This is an optimization exercise on Yosys and OpenROAD, whose aim is small area, not a production implementation. In this exercise RTL edits were held to simulation tests only and were not proved equivalent to the original. Power is estimated from default activity; no workload was simulated.

===== flow/config.mk =====
export PLATFORM = sky130hd
export DESIGN_NAME = htm_core
export DESIGN_NICKNAME = htm_core
export VERILOG_FILES = /design/flow/design.v
export SDC_FILE = /design/flow/constraint.sdc
export NUM_CORES = 4
export LEC_CHECK = 0
export CAP_MARGIN = 20
export CELL_PAD_IN_SITES_DETAIL_PLACEMENT = 1
export CELL_PAD_IN_SITES_GLOBAL_PLACEMENT = 2
export CORE_MARGIN = 2
export CORE_UTILIZATION = 30
export SLEW_MARGIN = 20

===== flow/design.v =====
module htm_core (
    input  wire        clk,
    input  wire        rst,
    input  wire        cfg_dialect,    
    input  wire        cfg_xor_reg,    
    input  wire [16:0] prog_len,       
    input  wire        cmd_valid,
    output wire        cmd_ready,
    input  wire [15:0] cmd_count,
    input  wire        cmd_inject,
    input  wire [39:0] cmd_instr,
    output wire [15:0] imem_addr,
    input  wire [39:0] imem_rdata,
    output wire [7:0]  gin_addr,
    input  wire [15:0] gin_rdata,
    output wire        gout_we,
    output wire [7:0]  gout_addr,
    output wire [15:0] gout_data,
    input  wire [5:0]  dbg_addr,
    output wire [15:0] dbg_data,
    output wire [5:0]  slen,
    output wire        runnable,
    output wire        faulted,
    output wire [2:0]  fault_code
);
    localparam DEPTH = 32;
    localparam [7:0] OP_CONST = 8'h01, OP_PUSH  = 8'h02, OP_POP    = 8'h03,
                     OP_LOAD  = 8'h04, OP_STORE = 8'h05, OP_COPY   = 8'h06,
                     OP_JUMPIF= 8'h07, OP_NOT   = 8'h08, OP_ADD    = 8'h09,
                     OP_MULT  = 8'h0A, OP_AND   = 8'h0B, OP_OR     = 8'h0C,
                     OP_XOR   = 8'h0D, OP_LSHIFT= 8'h0E, OP_RSHIFT = 8'h0F,
                     OP_EQUALS= 8'h10, OP_LESS  = 8'h11, OP_INPUT  = 8'h12,
                     OP_OUTPUT= 8'h13;
    localparam [2:0] F_NONE = 3'd0, F_HALTED = 3'd1, F_UNREC = 3'd2,
                     F_REG  = 3'd3, F_UNDER  = 3'd4, F_GRID  = 3'd5,
                     F_OVER = 3'd6;
    localparam [2:0] S_IDLE = 3'd0, S_FETCH = 3'd1, S_LOAD = 3'd2, S_EXEC = 3'd3,
                     S_GRID = 3'd4;
    reg [2:0]  state;
    reg [15:0] x [0:7];
    reg [15:0] stk [0:DEPTH-1];
    reg [5:0]  len;
    reg        flt;
    reg [2:0]  fcode;
    reg [39:0] ir;
    reg [15:0] remaining;     
    integer i;
    wire [15:0] pc = x[0];
    wire        pc_ok = {1'b0, pc} < prog_len;
    assign cmd_ready  = (state == S_IDLE);
    assign imem_addr  = pc;
    assign slen       = len;
    assign runnable   = pc_ok;
    assign faulted    = flt;
    assign fault_code = fcode;
    assign dbg_data   = dbg_addr[5] ? stk[dbg_addr[4:0]] : x[dbg_addr[2:0]];
    wire [7:0]  op = ir[39:32];
    wire [15:0] fa = ir[31:16];
    wire [15:0] fb = ir[15:0];
    wire        rd = cfg_dialect;
    wire [15:0] pc_inc = pc + 16'd1;
    wire [15:0] va = (fa[2:0] == 3'd0) ? pc_inc : x[fa[2:0]];
    wire [15:0] vb = (fb[2:0] == 3'd0) ? pc_inc : x[fb[2:0]];
    wire [15:0] s_top = stk[len[4:0] - 5'd1];
    wire [15:0] s_nxt = stk[len[4:0] - 5'd2];
    wire [16:0] ld_addr = {1'b0, x[1]} + {1'b0, vb};
    wire        ld_ok   = ld_addr < {11'd0, len};
    wire [15:0] s_idx = stk[ld_addr[4:0]];
    reg legal, use_a, use_b;
    always @* begin
        legal = 1'b1; use_a = 1'b0; use_b = 1'b0;
        case (op)
            OP_CONST:  use_a = rd;
            OP_PUSH, OP_POP: use_a = 1'b1;
            OP_LOAD, OP_STORE, OP_COPY: begin use_a = 1'b1; use_b = 1'b1; end
            OP_JUMPIF: begin use_a = 1'b1; use_b = rd; end
            OP_NOT:    use_a = rd;
            OP_ADD, OP_MULT, OP_AND, OP_OR, OP_LSHIFT, OP_RSHIFT,
            OP_EQUALS, OP_LESS, OP_INPUT, OP_OUTPUT: begin use_a = rd; use_b = rd; end
            OP_XOR: begin legal = ~rd | cfg_xor_reg; use_a = rd; use_b = rd; end
            default: legal = 1'b0;
        endcase
    end
    wire bad_reg = (use_a && fa[15:3] != 13'd0) || (use_b && fb[15:3] != 13'd0);
    wire [15:0] lhs = rd ? va : s_nxt;
    wire [15:0] rhs = rd ? vb : s_top;
    reg [15:0] alu;
    always @* begin
        case (op)
            OP_NOT:    alu = rd ? ~va : ~s_top;
            OP_ADD:    alu = lhs + rhs;
            OP_MULT:   alu = lhs * rhs;
            OP_AND:    alu = lhs & rhs;
            OP_OR:     alu = lhs | rhs;
            OP_XOR:    alu = lhs ^ rhs;
            OP_LSHIFT: alu = (rhs[15:4] != 12'd0) ? 16'd0 : (lhs << rhs[3:0]);
            OP_RSHIFT: alu = (rhs[15:4] != 12'd0) ? 16'd0 : (lhs >> rhs[3:0]);
            OP_EQUALS: alu = {15'd0, lhs == rhs};
            OP_LESS:   alu = {15'd0, lhs < rhs};
            default:   alu = 16'd0;
        endcase
    end
    wire [15:0] gx = lhs;
    wire [15:0] gy = rhs;
    wire        grid_ok = (gx[15:4] == 12'd0) && (gy[15:4] == 12'd0);
    reg        f_any;
    reg [2:0]  f_code;
    reg        reg_we;
    reg [2:0]  reg_wa;
    reg [15:0] reg_wd;
    reg        jump;
    reg [15:0] jump_to;
    reg        stk_we;
    reg [4:0]  stk_wa;
    reg [15:0] stk_wd;
    reg [5:0]  len_nx;
    reg        out_we;
    reg        is_input;
    always @* begin
        f_any = 1'b0; f_code = F_NONE;
        reg_we = 1'b0; reg_wa = fa[2:0]; reg_wd = 16'd0;
        jump = 1'b0; jump_to = va;
        stk_we = 1'b0; stk_wa = len[4:0]; stk_wd = 16'd0;
        len_nx = len;
        out_we = 1'b0; is_input = 1'b0;
        if (!legal) begin
            f_any = 1'b1; f_code = F_UNREC;
        end else if (bad_reg) begin
            f_any = 1'b1; f_code = F_REG;
        end else begin
            case (op)
                OP_CONST: begin
                    if (rd) begin
                        reg_we = 1'b1; reg_wd = fb;
                    end else if (len == DEPTH) begin
                        f_any = 1'b1; f_code = F_OVER;
                    end else begin
                        stk_we = 1'b1; stk_wd = fb; len_nx = len + 6'd1;
                    end
                end
                OP_PUSH: begin
                    if (len == DEPTH) begin
                        f_any = 1'b1; f_code = F_OVER;
                    end else begin
                        stk_we = 1'b1; stk_wd = va; len_nx = len + 6'd1;
                    end
                end
                OP_POP: begin
                    if (len == 6'd0) begin
                        f_any = 1'b1; f_code = F_UNDER;
                    end else begin
                        reg_we = 1'b1; reg_wd = s_top; len_nx = len - 6'd1;
                    end
                end
                OP_LOAD: begin
                    if (!ld_ok) begin
                        f_any = 1'b1; f_code = F_UNDER;
                    end else begin
                        reg_we = 1'b1; reg_wd = s_idx;
                    end
                end
                OP_STORE: begin
                    if (!ld_ok) begin
                        f_any = 1'b1; f_code = F_UNDER;
                    end else begin
                        stk_we = 1'b1; stk_wa = ld_addr[4:0]; stk_wd = va;
                    end
                end
                OP_COPY: begin
                    reg_we = 1'b1; reg_wd = vb;
                end
                OP_JUMPIF: begin
                    if (rd) begin
                        jump = (vb == 16'd0);
                    end else if (len == 6'd0) begin
                        f_any = 1'b1; f_code = F_UNDER;
                    end else begin
                        jump = (s_top == 16'd0); len_nx = len - 6'd1;
                    end
                end
                OP_NOT: begin
                    if (rd) begin
                        reg_we = 1'b1; reg_wd = alu;
                    end else if (len == 6'd0) begin
                        f_any = 1'b1; f_code = F_UNDER;
                    end else begin
                        stk_we = 1'b1; stk_wa = len[4:0] - 5'd1; stk_wd = alu;
                    end
                end
                OP_INPUT, OP_OUTPUT: begin
                    if (!rd && len < 6'd2) begin
                        f_any = 1'b1; f_code = F_UNDER;
                    end else if (!grid_ok) begin
                        f_any = 1'b1; f_code = F_GRID;
                    end else begin
                        if (!rd) len_nx = len - 6'd2;
                        if (op == OP_INPUT) is_input = 1'b1;
                        else out_we = 1'b1;
                    end
                end
                default: begin  
                    if (rd) begin
                        reg_we = 1'b1; reg_wd = alu;
                    end else if (len < 6'd2) begin
                        f_any = 1'b1; f_code = F_UNDER;
                    end else begin
                        stk_we = 1'b1; stk_wa = len[4:0] - 5'd2; stk_wd = alu;
                        len_nx = len - 6'd1;
                    end
                end
            endcase
        end
    end
    wire [15:0] pc_nx = jump ? jump_to : ((reg_we && reg_wa == 3'd0) ? reg_wd : pc_inc);
    assign gin_addr  = is_input ? {gy[3:0], gx[3:0]} : 8'd0;
    assign gout_we   = (state == S_EXEC) && out_we;
    assign gout_addr = {gy[3:0], gx[3:0]};
    assign gout_data = x[2];
    wire go_fetch = !flt && pc_ok;
    always @(posedge clk) begin
        if (rst) begin
            state <= S_IDLE;
            for (i = 0; i < 8; i = i + 1) x[i] <= 16'd0;
            len <= 6'd0;
            flt <= 1'b0;
            fcode <= F_NONE;
            ir <= 40'd0;
            remaining <= 16'd0;
        end else begin
            case (state)
                S_IDLE: begin
                    if (cmd_valid && !flt) begin
                        if (cmd_inject) begin
                            ir <= cmd_instr;
                            remaining <= 16'd0;
                            state <= S_EXEC;
                        end else if (cmd_count != 16'd0) begin
                            if (!pc_ok) begin
                                flt <= 1'b1;
                                fcode <= F_HALTED;
                            end else begin
                                remaining <= cmd_count - 16'd1;
                                state <= S_FETCH;
                            end
                        end
                    end
                end
                S_FETCH: begin
                    state <= S_LOAD;
                end
                S_LOAD: begin
                    ir <= imem_rdata;
                    state <= S_EXEC;
                end
                S_EXEC: begin
                    if (f_any) begin
                        flt <= 1'b1;
                        fcode <= f_code;
                        state <= S_IDLE;
                    end else begin
                        x[0] <= pc_nx;
                        if (reg_we && reg_wa != 3'd0) x[reg_wa] <= reg_wd;
                        if (stk_we) stk[stk_wa] <= stk_wd;
                        len <= len_nx;
                        if (is_input)
                            state <= S_GRID;
                        else if (remaining != 16'd0 && {1'b0, pc_nx} < prog_len)
                            state <= S_FETCH;
                        else
                            state <= S_IDLE;
                        if (!is_input && remaining != 16'd0) remaining <= remaining - 16'd1;
                    end
                end
                S_GRID: begin
                    x[2] <= gin_rdata;
                    if (remaining != 16'd0 && go_fetch) begin
                        remaining <= remaining - 16'd1;
                        state <= S_FETCH;
                    end else begin
                        state <= S_IDLE;
                    end
                end
                default: state <= S_IDLE;
            endcase
        end
    end
endmodule

===== flow/run.sh =====
#!/bin/bash
# synth_recipe.tcl (not shown) runs the flow's synth.tcl, then flattens the netlist and writes it again
# the make line also repeats each setting of config.mk as NAME=value (left out here)
make -C /OpenROAD-flow-scripts/flow DESIGN_CONFIG=/design/flow/config.mk WORK_HOME=/design/flow/orfs CLKGATE_MAP_FILE= SYNTH_SCRIPT=/design/flow/synth_recipe.tcl finish

===== flow/constraint.sdc =====
create_clock -name core_clock -period 14.0 [get_ports {clk}]
set_input_delay 2.8000 -clock core_clock [delete_from_list [all_inputs] [get_ports {clk}]]
set_output_delay 2.8000 -clock core_clock [all_outputs]
set_load 0.01 [all_outputs]

==> summary.txt <==
* Worst slack, placed at 1260 ps
* Crit-path slowest cell: mux2i_1
* Initial antenna violation count at 11
* CTS Sinks at 715
* Max Fanout on Critical Path at 23
* Synthesis-stage register bit count at 715
* Rows at 158
* CP Data Required Time at 14640 ps
* Hold Path End: remaining[12]
* Setup slack on the worst flop-to-flop path at 1440 ps
* Arrival @ worst endpoint at 13200 ps
* Post-synth cell types at 103
* Vias in the first global route at 45079
* Buf+Inv Stages, Crit Path at 8
* # hold bufs at CTS at 0
* CTS tree: yes
* Final nets at 5062
* Critical R2R Launch: len[1]
* Post-route clock period utilization at 89.7%
* Most frequent cells after synthesis: 667 x mux4_2, 640 x edfxtp_1, 452 x nor2_1
* Wire per inst at 36.4 microns
* Port bufs at 217
* Synth Area per Inst at 12.5 sq um
* Hold wc startpoint: remaining[12]
* Gr ovfl total at 0
* Slew HR at 10.4%
* Via density at 6.18
* Final hold vios at 0
* Die H at 436 microns
* Total length of routed wires at 264 mm
* Final Instance Area at 64700 sq um
* Area taken by multi-input logic gates at 33200 sq um
* Post-Syn Area at 56100 sq um
* Pwr dens at 127 nW/um^2
* Outcome: no timing/DRC/antenna violations
* Final clock skew at 34.8 ps
* Maxcap violations at 0
* Remaining DRCs at 0
* PostCTS Resize Cnt at 0
* Max incr delay on CP at 850 ps
* Most numerous cell in the Yosys netlist: mux4_2
* Post-route ant nets at 0
* R2R depth at 39
* Worst min path class: flop to flop
* Drt pass-1 iters at 8
* Clock transition at the registers of the reported paths at 60 ps
* Area leader, netlist: edfxtp_1
* Worst VDD drop at 228 uV
* Post-synth top area share at 34.3%
* Initial core utilization at 30.2%
* Unrepaired setup endpoints after global routing: no
* Fraction of layout cells with a size suffix above 1 at 24.6%
* Gr usage total at 27.2%
* Hold path depth at 2
* First-pass GRT wire length at 368 mm
* Placed cell area at 61800 sq um
* Hold_ws at 480 ps
* Core Area at 186000 sq um
* Crit path max-delay family: adder cells
* Setup CP Type: flop to flop
* Tmin final at 12560 ps
* Synth Instances at 4488
* Final setup margin at 1440 ps
* DR iter-0 viols at 5091
* Max Fclk at 79.6 MHz
* Fraction of registers with async set/reset at 0%
* Die footprint at 190000 sq um
* Startpoint type of the worst setup path: flop
* Reg-to-reg endpoint: state[0]
* Vias at 44701
* H-Tree Depth at 3
* Final setup fails at 0
* Top post-synthesis cells by area: edfxtp_1 34%, mux4_2 27%, mux2i_1 4.3%
* Sequential cell area at 20700 sq um
* Routability cong. at 0.953
* CTS Buf Count at 88
* Setup_tns at 0 ps
* Die W at 436 microns
* Largest net degree at the start of global routing at 90
* Area Growth Syn to Fin at 15.4%
* # Post-CTS Setup Buffers at 0
* Sequential share of the synthesized area at 37.0%
* Clock buffer depth at 3
* Post-synth EDFFs at 640
* Clk root buf: clkbuf_16
* IO Pins at 218
* Fillers at 19779
* Endpoint type of the worst setup path: flop
* YS warnings at 1
* Measured slew at the worst slew-check pin at 1340 ps
* Total power at 0.00822 W
* Main synth FF type: edfxtp_1
* Pleak at 22.9 nW
* Clk Latency, worst-skew pair at 720 ps
* Mapped Nets at 4871
* Hpwl dp at 190 mm
* Final Slew Violations at 0
flip-flops by register name, indices dropped and copies added (netlist names), named ones only:
name       flops
remaining     16
len            6
flt            1
stk          512
ir            40
x            128
state          3
fcode          3
cells in the final DEF, fill, tap and decap left out, drive strengths merged, types with 27 or more instances in the layout:
cell type      count
a211oi            86
nand2b            30
xnor2             62
o21ai            132
and2              27
clkbuf           118
dfxtp             75
clkdlybuf4s50    211
nor4              39
nand2            313
a21oi            201
a22oi             33
nor2b             56
clkinv            40
nand3             53
fa                83
nor3              85
nor2             453
mux4             667
edfxtp           640
ha               159
buf              221
a21o              39
inv              221
mux2i            240
kinds of logic (layout without fill, tap and decap cells):
group / Yosys count / in the layout / share of synthesized area (%)
flip-flops: 715 / 715 / 37.0
AO/OA/AOI/OAI: 782 / 782 / 9.48
multiplexers: 933 / 933 / 31.6
XOR/XNOR: 84 / 84 / 1.40
AND/OR/NAND/NOR: 1172 / 1172 / 9.65
adder cells (fa/ha/maj): 242 / 242 / 6.51
buffers and inverters: 560 / 826 / 4.39
other: 0 / 4 / 0
worst register-to-register path: cells and delay by family (launching register included):
kind	cells	cell delay, ps
adders and majority gates	10	4290
AOI/OAI and AO/OA	8	2000
and+or+nand+nor	9	1750
muxes	2	1640
buffers and inverters	8	1420
xor gates and xnor gates	2	810
DFF	1	590
where the power goes:
group / leakage (nW) / internal [W] / switching, W
logic: 13.9 / 0.00126 / 0.00220
registers: 7.65 / 0.00235 / 0.0000846
clock network: 1.38 / 0.00133 / 0.000985
how the worst max path moves through the flow:
stage / to / from / cells after the start
6_report: state[0] / len[1] / 39
5_1_grt: state[0] / len[0] / 41
4_1_cts: state[0] / len[0] / 39
3_5_place_dp: state[0] / cfg_dialect / 38
3_3_place_gp: state[0] / cfg_dialect / 38
2_1_floorplan: state[0] / cfg_dialect / 43
through the flow:
stage               utilization (%)  instances
floorplan                         -       4488
global placement               33.3       7064
detailed placement             33.3       7065
CTS                            34.8       7230
global route                   34.9       7234
finish                         34.9       7238
layout make-up:
cell class                 count  share of cell area [%]
multi-input combinational   3213                    51.4
sequential                   715                    32.0
timing repair buffer         436                    6.05
tap                         2480                    4.80
clock buffer                 114                    3.67
inverter                     225                    1.31
clock inverter                51                   0.777
antenna                        4                  0.0155
metal layers:
metal,vias up,part of all wire (%),global-route usage [%]
li1,18210,-,-
met1,23768,40,36.1
met2,2246,47,43.7
met3,471,7.6,4.53
met4,6,4.8,12.0
met5,-,0.016,0

separate check: timing with driven ports:
How much do the figures lean on ideal ports? The routed layout below was timed once more, with nothing changed but the port constraints.
Step 1, drivers: a clkbuf_16 drives clk and a buf_2 each remaining input, both assumed.
Step 2 moves the port delays by t, midway between the first and last clock arrival at a register: inputs arrive t later, outputs are due t later. That takes back most of the time a late clock gives input paths.
Slacks: no drivers / after step 1 / after step 2; pairs: no drivers / after step 1.
t (ns): 0.780
setup WS [ns]: 1.438 / 1.438 / 1.036
slew at the worst register clock pin (ns): 0.07 / 0.07
After both steps setup and hold are still met in this run. The setup slack of this run moves by 0.000 ns with the drivers and by -0.402 ns with both steps.
